From an optimization exercise on the open Yosys and OpenROAD flow, aimed at small area; shortcuts taken in it are not production practice.
The RTL was checked by simulation tests, not by an equivalence proof against the original design.
Power is estimated from default activity; no workload was simulated.

Setup of red:
==> flow/design.v (excerpt) <==
module cia402_fsm (
  input  wire         clk,
  input  wire         rst,
  input  wire         start,
  input  wire         operational,
  input  wire         stop_req,
  input  wire [31:0]  cfg_target_vel,
  input  wire [7:0]   cfg_mode,
  input  wire [15:0]  cfg_max_torque,
  output wire         ex_req,
  input  wire         ex_valid,
  input  wire         ex_resp_fresh,
  input  wire [127:0] ex_in,
  input  wire [15:0]  ex_wkc,
  output wire [127:0] ex_out,
  output wire [2:0]   phase,
  output wire         exit_code,
  output wire [2:0]   dstate,
  output wire [32:0]  delta,
  output wire         delta_valid,
  output wire         moving,
  output wire         enable_evt,
  output wire [31:0]  enable_pos,
  output wire         report_valid,
  output wire [63:0]  report_cycle,
  output wire [15:0]  report_status,
  output wire [15:0]  report_control,
  output wire [31:0]  report_position,
  output wire [32:0]  report_delta,
  output wire [35:0]  report_rpm,
  output wire [31:0]  report_velocity,
  output wire [7:0]   report_mode,
  output wire [15:0]  report_wkc
);
Size in the first run: roughly 670 I/O pins, ~0.014 mm2 of cells after synthesis.
clock: 8.0 ns
lec_check: 0
cap_margin: 20
core_margin: 2
core_utilization: 40
slew_margin: 20
run.sh (not shown) runs the stock make flow with config.mk's settings and CLKGATE_MAP_FILE= SYNTH_SCRIPT=/design/flow/synth_recipe.tcl, a recipe that flattens the netlist after the stock synthesis.
> inputs changed (red -> blue)
Settings: CTS_BUF_LIST: unset -> sky130_fd_sc_hd__clkbuf_4.
==> flow/flow/run.sh (new file) <==
#!/bin/bash
set -euo pipefail
export BUFFER_PORTS_ARGS="-buffer_cell sky130_fd_sc_hd__buf_1"
bash standard.sh > standard_flow.log 2>&1
==> flow/standard.sh (new file) <==
#!/bin/bash
# synth_recipe.tcl (not shown) runs the flow's synth.tcl, then flattens the netlist and writes it again
# the make line also repeats each setting of config.mk as NAME=value (left out here)
make -C /OpenROAD-flow-scripts/flow DESIGN_CONFIG=/design/flow/config.mk WORK_HOME=/design/flow/orfs CLKGATE_MAP_FILE= SYNTH_SCRIPT=/design/flow/synth_recipe.tcl "${@:-finish}"
removed: flow/run.sh
==> comparison <==
- The cell leakage power in blue is 0.826 times that in red.
- [compare] base=red new=blue: non-clock buffer contribution to total cell area decreased by 15 points relative to the old numbers, number of signal-net buffers in the layout held steady.
- When the final numbers for red and blue were put side by side, the clock share of power turned out to be greater in red.
- Against red, final worst setup slack in blue came out better.
- Multi-input combinational area share delta for blue relative to red: 8.9 points higher
- As far as area of the core is concerned, blue and red perform about the same.
Inputs modified between blue and green:
Settings: CTS_BUF_LIST removed (was sky130_fd_sc_hd__clkbuf_4).
Notes after the runs:
Looking at global routing usage summed across all routing layers across blue and green, the one that comes out higher is blue.
The lower total wire length came out of green.
Looking at the reports, green completed the entire flow and the layout it produced met the timing, design-rule and antenna checks.
blue → green: area of all sequential standard cells saw little to no change; final number of max-transition violations saw little to no change; core occupancy in the finished layout saw an increase.
Total power (higher): green
green — sequential cell area share 0.23 points lower, blue as reference
green reports its startpoint of the most critical setup path as in_pos[0] while blue reports start_pos[0].
Compared to blue, green shows a wider setup margin.


cia402_fsm, a different RTL version from the one above (not shown whole).
Size: ~1300 cells after synthesis, roughly 670 I/O pins, ~12000 um2 of cells after synthesis.
Settings: LEC_CHECK=0, CAP_MARGIN=20, CORE_AREA=5 5 225 225, DIE_AREA=0 0 230 230, PLACE_DENSITY=0.7, SLEW_MARGIN=20; clock period 8.0 ns.
standard.sh (not shown) runs the stock make flow with config.mk's settings and CLKGATE_MAP_FILE= SYNTH_SCRIPT=/design/flow/synth_recipe.tcl, a recipe that flattens the netlist after the stock synthesis.
==> flow/flow/run.sh <==
#!/bin/bash
set -euo pipefail
export BUFFER_PORTS_ARGS="-buffer_cell sky130_fd_sc_hd__buf_1"
export CTS_ARGS="-sink_clustering_enable -repair_clock_nets -buf_list sky130_fd_sc_hd__clkbuf_4 -sink_clustering_size 10 -sink_clustering_max_diameter 40 -dont_use_dummy_load"
export SKIP_REPAIR_TIE_FANOUT=1
export SETUP_MOVE_SEQUENCE=unbuffer,sizeup,swap
bash standard.sh > standard_flow.log 2>&1
Edit:
--- a/flow/flow/run.sh
+++ b/flow/flow/run.sh
@@ -4,4 +4,5 @@
 export CTS_ARGS="-sink_clustering_enable -repair_clock_nets -buf_list sky130_fd_sc_hd__clkbuf_4 -sink_clustering_size 10 -sink_clustering_max_diameter 40 -dont_use_dummy_load"
 export SKIP_REPAIR_TIE_FANOUT=1
+export PLACE_PINS_ARGS="-min_distance 1 -min_distance_in_tracks"
 export SETUP_MOVE_SEQUENCE=unbuffer,sizeup,swap
 bash standard.sh > standard_flow.log 2>&1
Settings changed: CORE_AREA 5 5 225 225 to 5 5 155 155, DIE_AREA 0 0 230 230 to 0 0 160 160.
Result: Total power falls by about 3.2%. Synthesized cell count is unchanged. Hold slack gets better by 68 ps. Global-route usage rose by 11 points.
Edit:
Settings changed: CORE_AREA 5 5 155 155 to 5 5 143 143, DIE_AREA 0 0 160 160 to 0 0 148 148.
After rerunning:
- final cell count drops by 2.5%
- first-iteration DRC count drops by 7.4%
- die area drops by 14%
- synthesized cell count does not change
- total power drops by 0.64%
- combinational power stays flat
- sequential power stays flat
- global-route usage climbs by 4.1 points
- sequential cell count stays the same
- setup slack loses 7.6 ps


== build 51 ==
cia402_fsm, a different RTL version from the one above (not shown whole).
Size in the first run: ~670 I/O pins, roughly 0.013 sq mm of cells after synthesis.
clock: 8.0 ns
lec_check: 0
cap_margin: 20
core_area: 5 5 225 225
die_area: 0 0 230 230
place_density: 0.7
slew_margin: 20
==> flow/flow/run.sh <==
#!/bin/bash
set -euo pipefail
export BUFFER_PORTS_ARGS="-buffer_cell sky130_fd_sc_hd__buf_1"
export CTS_ARGS="-sink_clustering_enable -repair_clock_nets -buf_list sky130_fd_sc_hd__clkbuf_8 -sink_clustering_size 16 -sink_clustering_max_diameter 50 -dont_use_dummy_load"
bash standard.sh > standard_flow.log 2>&1
The inputs of build 13 differ from those of build 51 as listed below.
==> flow/flow/run.sh <==
#!/bin/bash
set -euo pipefail
export BUFFER_PORTS_ARGS="-buffer_cell sky130_fd_sc_hd__buf_1"
export CTS_ARGS="-sink_clustering_enable -repair_clock_nets -buf_list sky130_fd_sc_hd__clkbuf_4 -sink_clustering_size 10 -sink_clustering_max_diameter 40 -dont_use_dummy_load"
export RECOVER_POWER=100
bash standard.sh > standard_flow.log 2>&1
Results
- Max-cap check violation count: build 51 and build 13 compared, lower one is build 51
- [compare] base=build 51 new=build 13: achievable frequency -about 2%, total area of sequential cells comparable.
- Build 51 and build 13 ended up with nearly the same global-route usage.
- Worst setup slack: build 13 lower than build 51
- Of build 51 and build 13, build 51 shows the higher core utilization of the finished layout, with build 13 below it.
- Build 13 — average vias per placed instance about 0.5% higher, build 51 as reference
- Relative to build 51, the average wire length per cell after detail routing measured on build 13 has decreased slightly.
- Wire length of the first global-routing pass across build 51 and build 13: no real change.
- Routed wire length: build 51 vs build 13, no meaningful difference
- Build 13 ran in full, but the layout does not pass; the checks complain about capacitance limit, slew limit.
- Ratio of final minimum period to clock period (build 13 over build 51): increase, 1.9 points
What build 47 does differently from build 13 at the input level:
==> flow/flow/run.sh <==
#!/bin/bash
set -euo pipefail
export BUFFER_PORTS_ARGS="-buffer_cell sky130_fd_sc_hd__buf_1"
export CTS_ARGS="-sink_clustering_enable -repair_clock_nets -buf_list sky130_fd_sc_hd__clkbuf_4 -sink_clustering_size 10 -sink_clustering_max_diameter 40 -dont_use_dummy_load"
bash standard.sh > standard_flow.log 2>&1
Results
In summary, build 47 completed successfully, with a layout that passed the timing, design-rule and antenna checks. The utilization of the core after routing in build 47 was higher than what build 13 gave. Compared with build 13, build 47 shows a lower count of TritonRoute iterations in the first routing pass. Delta(final critical-path setup slack, build 47 - build 13) > 0. Total wire length delta (build 13 -> build 47): insignificant. Relative to build 13, flip-flop and latch share of the layout cell area has gone down in build 47. On cell area, build 47 does worse than build 13. From build 47 to build 13, number of hold violations in the final report did not move at all. First-iteration DRC count sits higher in build 47 than in build 13. Compared build 47 against build 13; internal portion of total power within noise.


cia402_fsm, a different RTL version from the one above (not shown whole).
For scale: roughly 1300 cells after synthesis, about 220 flip-flops, ~0.012 mm² of cells after synthesis.
==> flow/config.mk <==
export PLATFORM = sky130hd
export DESIGN_NAME = cia402_fsm
export DESIGN_NICKNAME = cia402_fsm
export VERILOG_FILES = /design/flow/design.v
export SDC_FILE = /design/flow/constraint.sdc
export NUM_CORES = 4
export LEC_CHECK = 0
export CAP_MARGIN = 20
export CORE_AREA = 5 5 143 143
export DIE_AREA = 0 0 148 148
export PLACE_DENSITY = 0.7
export SLEW_MARGIN = 20
==> flow/constraint.sdc <==
create_clock -name core_clock -period 8.0 [get_ports {clk}]
set_input_delay 1.6000 -clock core_clock [delete_from_list [all_inputs] [get_ports {clk}]]
set_output_delay 1.6000 -clock core_clock [all_outputs]
set_load 0.01 [all_outputs]
==> flow/flow/run.sh <==
#!/bin/bash
set -euo pipefail
export BUFFER_PORTS_ARGS="-buffer_cell sky130_fd_sc_hd__buf_1"
export CTS_ARGS="-sink_clustering_enable -repair_clock_nets -buf_list sky130_fd_sc_hd__clkbuf_4 -sink_clustering_size 10 -sink_clustering_max_diameter 40 -dont_use_dummy_load"
export SKIP_REPAIR_TIE_FANOUT=1
export PLACE_PINS_ARGS="-min_distance 1 -min_distance_in_tracks"
export SETUP_MOVE_SEQUENCE=unbuffer,sizeup,swap
bash standard.sh > standard_flow.log 2>&1
The starting point completed with no timing, DRC or antenna violations.
Change:
Settings changed: CAP_MARGIN 20 to 0, SLEW_MARGIN 20 to 0.
=> The new run finished clean. Global-route usage stays the same. Count of clock-buffer cells in the layout stays the same. Core utilization hardly moves. Clock power is about the same. Setup slack barely changes. Hold slack barely changes. Cell area is about the same. Cell count does not change. Combinational power barely changes. Synthesized area stays the same. Die area stays the same.


Setup of north:
Another version of the RTL of cia402_fsm (not shown whole).
For scale: about 1300 cells after synthesis, ~12000 um2 of cells after synthesis.
export LEC_CHECK = 0
export CAP_MARGIN = 20
export CORE_AREA = 5 5 225 225
export DIE_AREA = 0 0 230 230
export PLACE_DENSITY = 0.7
export SLEW_MARGIN = 20
create_clock -name core_clock -period 8.0 [get_ports {clk}]
==> flow/flow/run.sh <==
#!/bin/bash
set -euo pipefail
export BUFFER_PORTS_ARGS="-buffer_cell sky130_fd_sc_hd__buf_1"
export CTS_ARGS="-sink_clustering_enable -repair_clock_nets -buf_list sky130_fd_sc_hd__clkbuf_4 -sink_clustering_size 10 -sink_clustering_max_diameter 40 -dont_use_dummy_load -distance_between_buffers 200 -root_buf sky130_fd_sc_hd__clkbuf_8"
export SKIP_REPAIR_TIE_FANOUT=1
bash standard.sh > standard_flow.log 2>&1
Here is what was changed in the inputs of south compared with north.
==> flow/flow/run.sh <==
#!/bin/bash
set -euo pipefail
export BUFFER_PORTS_ARGS="-buffer_cell sky130_fd_sc_hd__buf_1"
export CTS_ARGS="-sink_clustering_enable -repair_clock_nets -buf_list sky130_fd_sc_hd__clkbuf_4 -sink_clustering_size 10 -sink_clustering_max_diameter 40 -dont_use_dummy_load"
bash standard.sh > standard_flow.log 2>&1
--- outcome ---
Worst-margin pin slew in south vs north: down 0.014 ns
NOTE placed instance area north->south increased by a few percent
Cell area is lower on north
Comparing north and south, the lower routed wire length is on south.


Setup of the previous run:
cia402_fsm with an RTL version that a note above also has.
For scale: roughly 670 I/O pins, about 12000 sq um of cells after synthesis.
export LEC_CHECK = 0
export CAP_MARGIN = 20
export CORE_AREA = 5 5 155 155
export DIE_AREA = 0 0 160 160
export PLACE_DENSITY = 0.7
export SLEW_MARGIN = 20
create_clock -name core_clock -period 8.0 [get_ports {clk}]
==> flow/flow/run.sh <==
#!/bin/bash
set -euo pipefail
export BUFFER_PORTS_ARGS="-buffer_cell sky130_fd_sc_hd__buf_1"
export CTS_ARGS="-sink_clustering_enable -repair_clock_nets -buf_list sky130_fd_sc_hd__clkbuf_4 -sink_clustering_size 10 -sink_clustering_max_diameter 40 -dont_use_dummy_load"
export SKIP_REPAIR_TIE_FANOUT=1
export PLACE_PINS_ARGS="-min_distance 1 -min_distance_in_tracks"
bash standard.sh > standard_flow.log 2>&1
The previous run did not stop at any stage, and its layout met the timing, design-rule and antenna checks.
For the current run, these inputs were changed with respect to the previous run:
Settings: CORE_AREA: 5 5 155 155 -> 5 5 133 133; DIE_AREA: 0 0 160 160 -> 0 0 138 138; PLACE_DENSITY: 0.7 -> 0.75.
-- flow/flow/run.sh --
<<< the previous run, line 7
>>> the current run, line 7
export SETUP_MOVE_SEQUENCE=unbuffer,sizeup,swap
## What came out
- Cell with the biggest individual delay on the critical path = sky130_fd_sc_hd__o41ai_4: the current run; cell with the biggest individual delay on the critical path = sky130_fd_sc_hd__fa_1: the previous run
- For the wire length on met3, the current run came in 7.9% higher than the previous run did.
- In the metrics for the previous run and the current run, the one carrying the lower via count of the first global-routing pass is the previous run.
- Looking at worst path setup slack after routing, the current run sits 0.14 ns above the previous run.
- On clock distribution area overhead in the final layout, the higher figure sits with the previous run, not the current run.
- Going from the previous run to the current run, met2 usage in global routing up 17 points, internal power summed over all cells down about 2.3%, number of clock-tree buffers in the layout down 4.


run 1:
The RTL this note starts from:
==> flow/design.v <==
module cia402_fsm (
  input  wire         clk,
  input  wire         rst,
  input  wire         start,
  input  wire         operational,
  input  wire         stop_req,
  input  wire [31:0]  cfg_target_vel,
  input  wire [7:0]   cfg_mode,
  input  wire [15:0]  cfg_max_torque,
  output wire         ex_req,
  input  wire         ex_valid,
  input  wire         ex_resp_fresh,
  input  wire [127:0] ex_in,
  input  wire [15:0]  ex_wkc,
  output wire [127:0] ex_out,
  output wire [2:0]   phase,
  output wire         exit_code,
  output wire [2:0]   dstate,
  output wire [32:0]  delta,
  output wire         delta_valid,
  output wire         moving,
  output wire         enable_evt,
  output wire [31:0]  enable_pos,
  output wire         report_valid,
  output wire [63:0]  report_cycle,
  output wire [15:0]  report_status,
  output wire [15:0]  report_control,
  output wire [31:0]  report_position,
  output wire [32:0]  report_delta,
  output wire [35:0]  report_rpm,
  output wire [31:0]  report_velocity,
  output wire [7:0]   report_mode,
  output wire [15:0]  report_wkc
);
  localparam [2:0] PH_IDLE   = 3'd0;
  localparam [2:0] PH_RUN    = 3'd1;
  localparam [2:0] PH_DRAIN  = 3'd2;
  localparam [2:0] PH_HALTED = 3'd3;
  localparam [2:0] PH_FAILED = 3'd4;
  localparam [8:0] LAP_FIRST   = 9'd12;     
  localparam [8:0] DRAIN_FIRST = 9'd462;    
  reg [2:0]   phase_q;
  reg         run_flag;
  reg [8:0]   lap_count;       
  reg [6:0]   cnt_lo;          
  reg [54:0]  cnt_hi;          
  reg         cnt_cy;          
  reg         cnt_flush;       
  reg         motor_enabled;
  reg [31:0]  start_pos;
  reg [15:0]  wkc;
  reg         cw7, cw3, cw21, cw0;  
  reg         tv_on;           
  reg         cfg_on;          
  reg [15:0]  in_status;
  reg [31:0]  in_pos;
  reg [31:0]  in_vel;
  reg [7:0]   in_mode;
  reg         enable_evt_q;
  reg         report_q;
  wire in_idle  = (phase_q == PH_IDLE);
  wire in_run   = (phase_q == PH_RUN);
  wire in_drain = (phase_q == PH_DRAIN);
  assign ex_req = (in_run && run_flag) || in_drain;
  wire do_start = in_idle && start && operational;
  wire do_sfail = in_idle && start && !operational;
  wire do_cycle = in_run && run_flag && ex_valid;
  wire do_stop  = in_run && !run_flag;
  wire do_drain = in_drain && ex_valid;
  wire take_in  = (do_cycle || do_drain) && ex_resp_fresh;
  wire [15:0] new_status = take_in ? ex_in[15:0]  : in_status;
  wire [31:0] new_pos    = take_in ? ex_in[47:16] : in_pos;
  wire s_fault = (new_status == 16'h1208);
  wire s_sod   = (new_status == 16'h1250);
  wire s_rtso  = (new_status == 16'h1231);
  wire s_swon  = (new_status == 16'h1233);
  wire s_open  = (new_status == 16'h1237) || (new_status == 16'h1637);
  wire s_known = s_fault || s_sod || s_rtso || s_swon || s_open;
  wire do_latch = do_cycle && s_open && !motor_enabled;
  wire       lap_end  = &lap_count;
  wire [8:0] lap_next = lap_end ? LAP_FIRST : lap_count + 9'd1;
  wire [6:0] cnt_lo_next = cnt_lo + 7'd125;
  wire rot_win = do_cycle && (lap_count[8:7] == 2'b00) &&
                 (!lap_count[6] || (lap_count[5:2] == 4'b0000 && !(lap_count[1] && lap_count[0])));
  always @(posedge clk) begin
    if (rot_win)
      cnt_hi <= {(cnt_hi[0] ^ cnt_cy) & !cnt_flush, cnt_hi[54:1]};
  end
  always @(posedge clk) begin
    wkc <= ex_wkc;
    if (rst) begin
      phase_q       <= PH_IDLE;
      run_flag      <= 1'b1;
      lap_count     <= LAP_FIRST;
      cnt_lo        <= 7'd0;
      cnt_cy        <= 1'b0;
      cnt_flush     <= 1'b1;
      motor_enabled <= 1'b0;
      start_pos     <= 32'd0;
      cw7           <= 1'b0;
      cw3           <= 1'b0;
      cw21          <= 1'b0;
      cw0           <= 1'b0;
      tv_on         <= 1'b0;
      cfg_on        <= 1'b0;
      in_status     <= 16'd0;
      in_pos        <= 32'd0;
      in_vel        <= 32'd0;
      in_mode       <= 8'd0;
      enable_evt_q  <= 1'b0;
      report_q      <= 1'b0;
    end else begin
      enable_evt_q <= do_latch;
      report_q     <= do_cycle && lap_end;
      if (stop_req)
        run_flag <= 1'b0;
      if (do_start)
        phase_q <= PH_RUN;
      if (do_sfail)
        phase_q <= PH_FAILED;
      if (take_in) begin
        in_status <= ex_in[15:0];
        in_pos    <= ex_in[47:16];
        in_vel    <= ex_in[79:48];
        in_mode   <= ex_in[119:112];
      end
      if (do_cycle) begin
        cfg_on    <= 1'b1;
        lap_count <= lap_next;
        if (lap_end) begin
          cnt_lo    <= cnt_lo_next;
          cnt_cy    <= cnt_lo_next >= 7'd3;    
          cnt_flush <= 1'b0;
        end
        if (rot_win)
          cnt_cy    <= cnt_hi[0] & cnt_cy;
        if (s_known) begin
          cw7   <= s_fault;
          cw3   <= s_swon || s_open;
          cw21  <= !s_fault;
          cw0   <= s_rtso || s_swon || s_open;
          tv_on <= s_open;
        end
        if (do_latch) begin
          motor_enabled <= 1'b1;
          start_pos     <= new_pos;
        end
      end
      if (do_stop || do_drain) begin
        cfg_on <= 1'b1;
        cw7    <= 1'b0;
        cw3    <= 1'b0;
        cw21   <= 1'b0;
        cw0    <= 1'b0;
        tv_on  <= 1'b0;
      end
      if (do_stop) begin
        lap_count <= DRAIN_FIRST;
        phase_q   <= PH_DRAIN;
      end
      if (do_drain) begin
        lap_count <= lap_next;
        if (lap_end)
          phase_q <= PH_HALTED;
      end
    end
  end
  genvar gi;
  wire [32:0] dp = {in_pos[31], in_pos} ^ ~{start_pos[31], start_pos};
  wire [32:0] dg = {in_pos[31], in_pos} & ~{start_pos[31], start_pos};
  wire [34:0] dc;
  assign dc[0] = 1'b1;
  generate
    for (gi = 0; gi < 33; gi = gi + 2) begin : g_delta
      assign dc[gi+1] = dg[gi] | (dp[gi] & dc[gi]);
      if (gi + 1 < 33) begin : g_pair
        assign dc[gi+2] = dg[gi+1] | (dp[gi+1] & dg[gi]) | (dp[gi+1] & dp[gi] & dc[gi]);
      end
    end
  endgenerate
  wire [32:0] delta_s = dp ^ dc[32:0];
  wire [35:0] ra = {in_vel, 4'd0};
  wire [35:0] rb = ~{{4{in_vel[31]}}, in_vel};
  wire [35:0] rp = ra ^ rb;
  wire [35:0] rg = ra & rb;
  wire [36:0] rc;
  assign rc[0] = 1'b1;
  generate
    for (gi = 0; gi < 36; gi = gi + 2) begin : g_rpm
      assign rc[gi+1] = rg[gi] | (rp[gi] & rc[gi]);
      assign rc[gi+2] = rg[gi+1] | (rp[gi+1] & rg[gi]) | (rp[gi+1] & rp[gi] & rc[gi]);
    end
  endgenerate
  wire [35:0] rpm = rp ^ rc[35:0];
  wire hi_any  = |delta_s[31:10];
  wire hi_all  = &delta_s[31:10];
  wire lo_gt   = (&delta_s[9:5]) && (delta_s[4] || (delta_s[3] && (|delta_s[2:0])));
  wire lo_lt   = !(|delta_s[9:5]) && !(delta_s[4] && delta_s[3]);
  wire mv_pos  = !delta_s[32] && (hi_any || lo_gt);
  wire mv_neg  =  delta_s[32] && (!hi_all || lo_lt);
  wire [15:0] cw = {8'd0, cw7, 3'd0, cw3, cw21, cw21, cw0};
  assign ex_out = {8'd0,
                   cfg_on ? cfg_mode : 8'd0,
                   cfg_on ? cfg_max_torque : 16'd0,
                   16'd0,
                   tv_on ? cfg_target_vel : 32'd0,
                   32'd0,
                   cw};
  assign dstate = (in_status == 16'h1208) ? 3'd1 :
                  (in_status == 16'h1250) ? 3'd2 :
                  (in_status == 16'h1231) ? 3'd3 :
                  (in_status == 16'h1233) ? 3'd4 :
                  (in_status == 16'h1237 || in_status == 16'h1637) ? 3'd5 : 3'd0;
  assign phase       = phase_q;
  assign exit_code   = phase_q[2];
  assign delta       = delta_s;
  assign delta_valid = motor_enabled;
  assign moving      = motor_enabled && (mv_pos || mv_neg);
  assign enable_evt  = enable_evt_q;
  assign enable_pos  = start_pos;
  assign report_valid    = report_q;
  assign report_cycle    = {cnt_hi, cnt_lo, 2'b00};
  assign report_status   = in_status;
  assign report_control  = cw;
  assign report_position = in_pos;
  assign report_delta    = delta_s;
  assign report_rpm      = rpm;
  assign report_velocity = in_vel;
  assign report_mode     = in_mode;
  assign report_wkc      = wkc;
endmodule
export LEC_CHECK = 0
export CAP_MARGIN = 20
export CORE_AREA = 5 5 143 143
export DIE_AREA = 0 0 148 148
export PLACE_DENSITY = 0.7
export SLEW_MARGIN = 20
create_clock -name core_clock -period 8.0 [get_ports {clk}]
==> flow/flow/run.sh <==
#!/bin/bash
set -euo pipefail
export BUFFER_PORTS_ARGS="-buffer_cell sky130_fd_sc_hd__buf_1"
export CTS_ARGS="-sink_clustering_enable -repair_clock_nets -buf_list sky130_fd_sc_hd__clkbuf_4 -sink_clustering_size 10 -sink_clustering_max_diameter 40 -dont_use_dummy_load"
export SKIP_REPAIR_TIE_FANOUT=1
export PLACE_PINS_ARGS="-min_distance 1 -min_distance_in_tracks"
export SETUP_MOVE_SEQUENCE=unbuffer,sizeup,swap
bash standard.sh > standard_flow.log 2>&1
Setup changes, run 1 to run 2
Settings: changing DIE_AREA from 0 0 148 148 to 0 0 230 230; changing CORE_AREA from 5 5 143 143 to 5 5 225 225.
-- flow/flow/run.sh --
<<< run 1, line 6
export PLACE_PINS_ARGS="-min_distance 1 -min_distance_in_tracks"
export SETUP_MOVE_SEQUENCE=unbuffer,sizeup,swap
>>> run 2, line 6
Findings:
- Compared with run 1, in run 2 non-clock buffer count now sits at about the same level, hold path depth now sits at about the same level, global-route met2 utilization now sits lower, wire length on met1 now sits higher, die area now sits higher.
- Compared with run 1, in run 2 total non-filler cell area in the finished layout grew by 3.7%; least setup slack across all paths after layout shows a reduction of 0.42 ns.
- Routed via count divided by cell count in run 2 is about 18% below run 1.
- Looking at register-to-register slack, run 2 sits 0.11 ns below run 1.
- Max freq run 1 -> run 2: degraded
- Core utilization: run 2 lower than run 1

-- afterwards: timing with drivers on the ports --
In the flow no input, the clock included, has a driving cell. The finished layouts below were timed again as built, in two steps.
Step 1: set_driving_cell puts a clkbuf_16 on clk and a buf_2 on each other input, an assumption about the parent block.
Step 2 moves the port delays by t, midway between the first and last clock arrival at a register: inputs arrive t later, outputs are due t later. That takes back most of the time a late clock gives input paths.
Slacks: ideal ports / drivers / drivers and shift; pairs: ideal ports / drivers.
run	shift t [ns]	setup slack, ns	clock arrival spread, ns	worst register clock-pin slew, ns	pins driven straight from the clock port
red	0.605	1.624 / 1.571 / 2.176	0.012 / 0.012	0.06 / 0.06	1
blue	0.824	1.647 / 1.598 / 2.165	0.057 / 0.057	0.07 / 0.07	1
green	0.615	1.792 / 1.741 / 2.192	0.021 / 0.021	0.06 / 0.06	1
the first run of note 2	0.742	0.283 / 0.236 / 0.978	0.103 / 0.103	0.10 / 0.10	1
the second run of note 2	0.635	0.249 / 0.206 / 0.842	0.083 / 0.083	0.10 / 0.10	1
the third run of note 2	0.635	0.241 / 0.198 / 0.834	0.074 / 0.075	0.11 / 0.11	1
build 51	0.574	0.915 / 0.871 / 1.445	0.096 / 0.096	0.09 / 0.09	1
build 13	0.704	0.762 / 0.718 / 0.177	0.126 / 0.127	0.10 / 0.10	1
build 47	0.705	0.777 / 0.734 / 1.438	0.127 / 0.127	0.10 / 0.10	1
the first run of note 4	0.624	0.323 / 0.280 / 0.904	0.066 / 0.066	0.11 / 0.11	1
the second run of note 4	0.625	0.320 / 0.277 / 0.902	0.067 / 0.066	0.11 / 0.11	1
north	0.586	1.166 / 1.113 / 1.699	0.108 / 0.108	0.10 / 0.10	1
south	0.723	1.338 / 1.288 / 2.010	0.072 / 0.071	0.11 / 0.11	1
the previous run	0.633	0.168 / 0.126 / 0.759	0.087 / 0.088	0.10 / 0.10	1
the current run	0.625	0.310 / 0.269 / 0.893	0.077 / 0.077	0.11 / 0.11	1
run 1	0.656	1.430 / 1.385 / 2.041	0.099 / 0.100	0.10 / 0.10	1
run 2	0.717	1.009 / 0.955 / 1.672	0.149 / 0.150	0.11 / 0.11	1
The setup slack of build 13, which loses most, moves by -0.044 ns with the drivers and by -0.585 ns with both steps.
